Context: an optimization exercise on an open-source flow, tuned for small area, a short achievable clock period and few clock cycles. The choices shown serve that exercise and are no tape-out recipe.
Only simulation tests tie the RTL to the original design; equivalence was not proved.
Power is estimated from default activity; no workload was simulated.

Setup of the reference run:
Design frame_rx, start of the top module:
module frame_rx (
  input  wire       clk,
  input  wire       rst,           
  input  wire       in_valid,
  input  wire [7:0] in_byte,
  output wire       in_ready,
  output reg        res_valid,
  output reg  [1:0] res_status,    
  output reg  [7:0] res_ack,
  output reg  [7:0] res_seq,
  output reg  [7:0] res_len,
  input  wire [7:0] rd_addr,
  output wire [7:0] rd_data
);
Settings: LEC_CHECK=0, ABC_AREA=1, CAP_MARGIN=20, CORE_MARGIN=2, CORE_UTILIZATION=65, CTS_BUF_LIST=sky130_fd_sc_hd__clkbuf_16, CTS_CLUSTER_DIAMETER=130, CTS_CLUSTER_SIZE=20, SETUP_SLACK_MARGIN=4.5, SLEW_MARGIN=20, TNS_END_PERCENT=5; clock period 12.0 ns.
run.sh (not shown) runs the stock make flow with config.mk's settings and CLKGATE_MAP_FILE= SYNTH_SCRIPT=/design/flow/synth_recipe.tcl, a recipe that flattens the netlist after the stock synthesis.
Every stage of the flow completed for the reference run, and the final layout passed the timing, design-rule and antenna checks.
Testbench counts of the reference run, summed over its fixed seeds: cycles 156,119.
### the reference run -> the trial run
--- a/flow/design.v
+++ b/flow/design.v
@@ -33,53 +33,49 @@
   reg [8:0]  dpos;                 
   reg [C-1:0] alive;
   reg [C*C-1:0] older;             
   reg [C-1:0] od;                  
   reg [8:0]  pos  [0:C-1];
   reg [7:0]  ra   [0:C-1];         
   reg [7:0]  rb   [0:C-1];         
   reg [7:0]  rack [0:C-1];
   reg [7:0]  rseq [0:C-1];
   reg [7:0]  rlen [0:C-1];
-  reg  [31:0] sel_lo;
-  reg  [7:0]  sel_h0, sel_hi;
-  reg  [4:0]  k_lo;
-  reg  [2:0]  k_hi;
+  reg  [15:0] sel_lo, sel_h0, sel_hi;
+  reg  [3:0]  k_lo, k_hi;
   reg         rd_b;
   reg  [7:0]  rd_q;
   integer gi, gj;
   always @* begin
-    for (gj = 0; gj < 32; gj = gj + 1) begin
-      k_lo = base[4:0] - gj;
-      sel_lo[gj] = rpl ? (k_lo == 5'd0) : (rd_addr[4:0] == k_lo);
-    end
-    for (gj = 0; gj < 8; gj = gj + 1) begin
-      k_hi = base[7:5] - gj;
-      sel_h0[gj] = rpl ? (k_hi == 3'd0) : (rd_addr[7:5] == k_hi);
-    end
-    rd_b = !rpl && (rd_addr[4:0] > base[4:0]);
-    for (gj = 0; gj < 8; gj = gj + 1)
-      sel_hi[gj] = rd_b ? sel_h0[(gj + 1) & 7] : sel_h0[gj];
+    for (gj = 0; gj < 16; gj = gj + 1) begin
+      k_lo = base[3:0] - gj;
+      k_hi = base[7:4] - gj;
+      sel_lo[gj] = rpl ? (k_lo == 4'd0) : (rd_addr[3:0] == k_lo);
+      sel_h0[gj] = rpl ? (k_hi == 4'd0) : (rd_addr[7:4] == k_hi);
+    end
+    rd_b = !rpl && (rd_addr[3:0] > base[3:0]);
+    for (gj = 0; gj < 16; gj = gj + 1)
+      sel_hi[gj] = rd_b ? sel_h0[(gj + 1) & 15] : sel_h0[gj];
   end
   reg [2047:0] rd_t1;               
-  reg [63:0]   rd_t2;               
+  reg [127:0]  rd_t2;               
   integer gb;
   always @* begin
-    for (gi = 0; gi < 8; gi = gi + 1)
+    for (gi = 0; gi < 16; gi = gi + 1)
       for (gb = 0; gb < 8; gb = gb + 1)
-        for (gj = 0; gj < 32; gj = gj + 1)
-          rd_t1[(gi*8 + gb)*32 + gj] = ~hist[gi*32 + gj][gb] & sel_lo[gj];
+        for (gj = 0; gj < 16; gj = gj + 1)
+          rd_t1[(gi*8 + gb)*16 + gj] = ~hist[gi*16 + gj][gb] & sel_lo[gj];
     for (gb = 0; gb < 8; gb = gb + 1)
-      for (gi = 0; gi < 8; gi = gi + 1)
-        rd_t2[gb*8 + gi] = (|rd_t1[(gi*8 + gb)*32 +: 32]) & sel_hi[gi];
+      for (gi = 0; gi < 16; gi = gi + 1)
+        rd_t2[gb*16 + gi] = (|rd_t1[(gi*8 + gb)*16 +: 16]) & sel_hi[gi];
     for (gb = 0; gb < 8; gb = gb + 1)
-      rd_q[gb] = |rd_t2[gb*8 +: 8];
+      rd_q[gb] = |rd_t2[gb*16 +: 16];
   end
   assign rd_data = rd_q;
   wire [7:0] h_ha = 8'h46 + res_ack + res_seq + res_len;
   wire [7:0] h_hb = 8'h22 + {res_ack[6:0], 1'b0} + res_ack + {res_seq[6:0], 1'b0} + res_len;
   reg  [7:0] hdr_b;
   always @* begin
     case (roff[2:0])
       3'd2:    hdr_b = res_ack;
       3'd3:    hdr_b = res_seq;
       3'd4:    hdr_b = res_len;
Notes after the runs:
- The share of the cycle needed by the critical path after routing number comes out lower for the reference run vs the trial run.
- Higher hold slack goes to the trial run over the reference run.
- Global-route usage: the trial run vs the reference run down 1.9 points
- Compared with the reference run, vertical die dimension in the trial run decreased slightly.
- Post-synthesis compound-gate area fraction delta (the trial run -> the reference run): insignificant
- Per the comparison of the trial run with the reference run, wire length of the first global-routing pass shrank by 17000 um; logic gate share of total power grew by 1.8 points; detailed-routed wire length on met3 shrank by about 13%.
- Sort the trial run and the reference run by routed length on met1 desc -> top: the reference run
- Looking at standard cell with the maximum stage delay on the critical path, the sky130_fd_sc_hd__nor4_1 result is from the reference run; the sky130_fd_sc_hd__nor3_4 one comes from the trial run.
- The trial run ended up with a lower growth of design area from synthesis to finish than the reference run did.
Testbench counts of the trial run, summed over its fixed seeds: cycles 156,119.

[re-timing with driven ports]
Ports are ideal in the flow. The routed layouts listed here were re-timed in OpenROAD. Step 1: set_driving_cell puts a clkbuf_16 on clk and a buf_2 on each other input, an assumption about the parent block. Step 2 adds t to the input delays and takes it off the output delays; t is the mean of the earliest and latest rising clock arrival at the registers after step 1. Input paths then give back, and output paths get back, about the clock's delay inside the block. Slacks: no drivers / after step 1 / after step 2; pairs: no drivers / after step 1.
run	shift t [ns]	setup WS [ns]	worst hold slack (ns)	worst setup path after step 2	pins driven straight from the clock port
the reference run	0.891	4.211 / 3.979 / 3.979	0.404 / 0.404 / 0.404	input to output	1
the trial run	0.876	4.070 / 3.983 / 3.983	0.409 / 0.409 / 0.409	input to output	1
After both steps every run listed still meets setup and hold. The setup slack of the reference run, which loses most, moves by -0.232 ns with the drivers and by -0.232 ns with both steps.
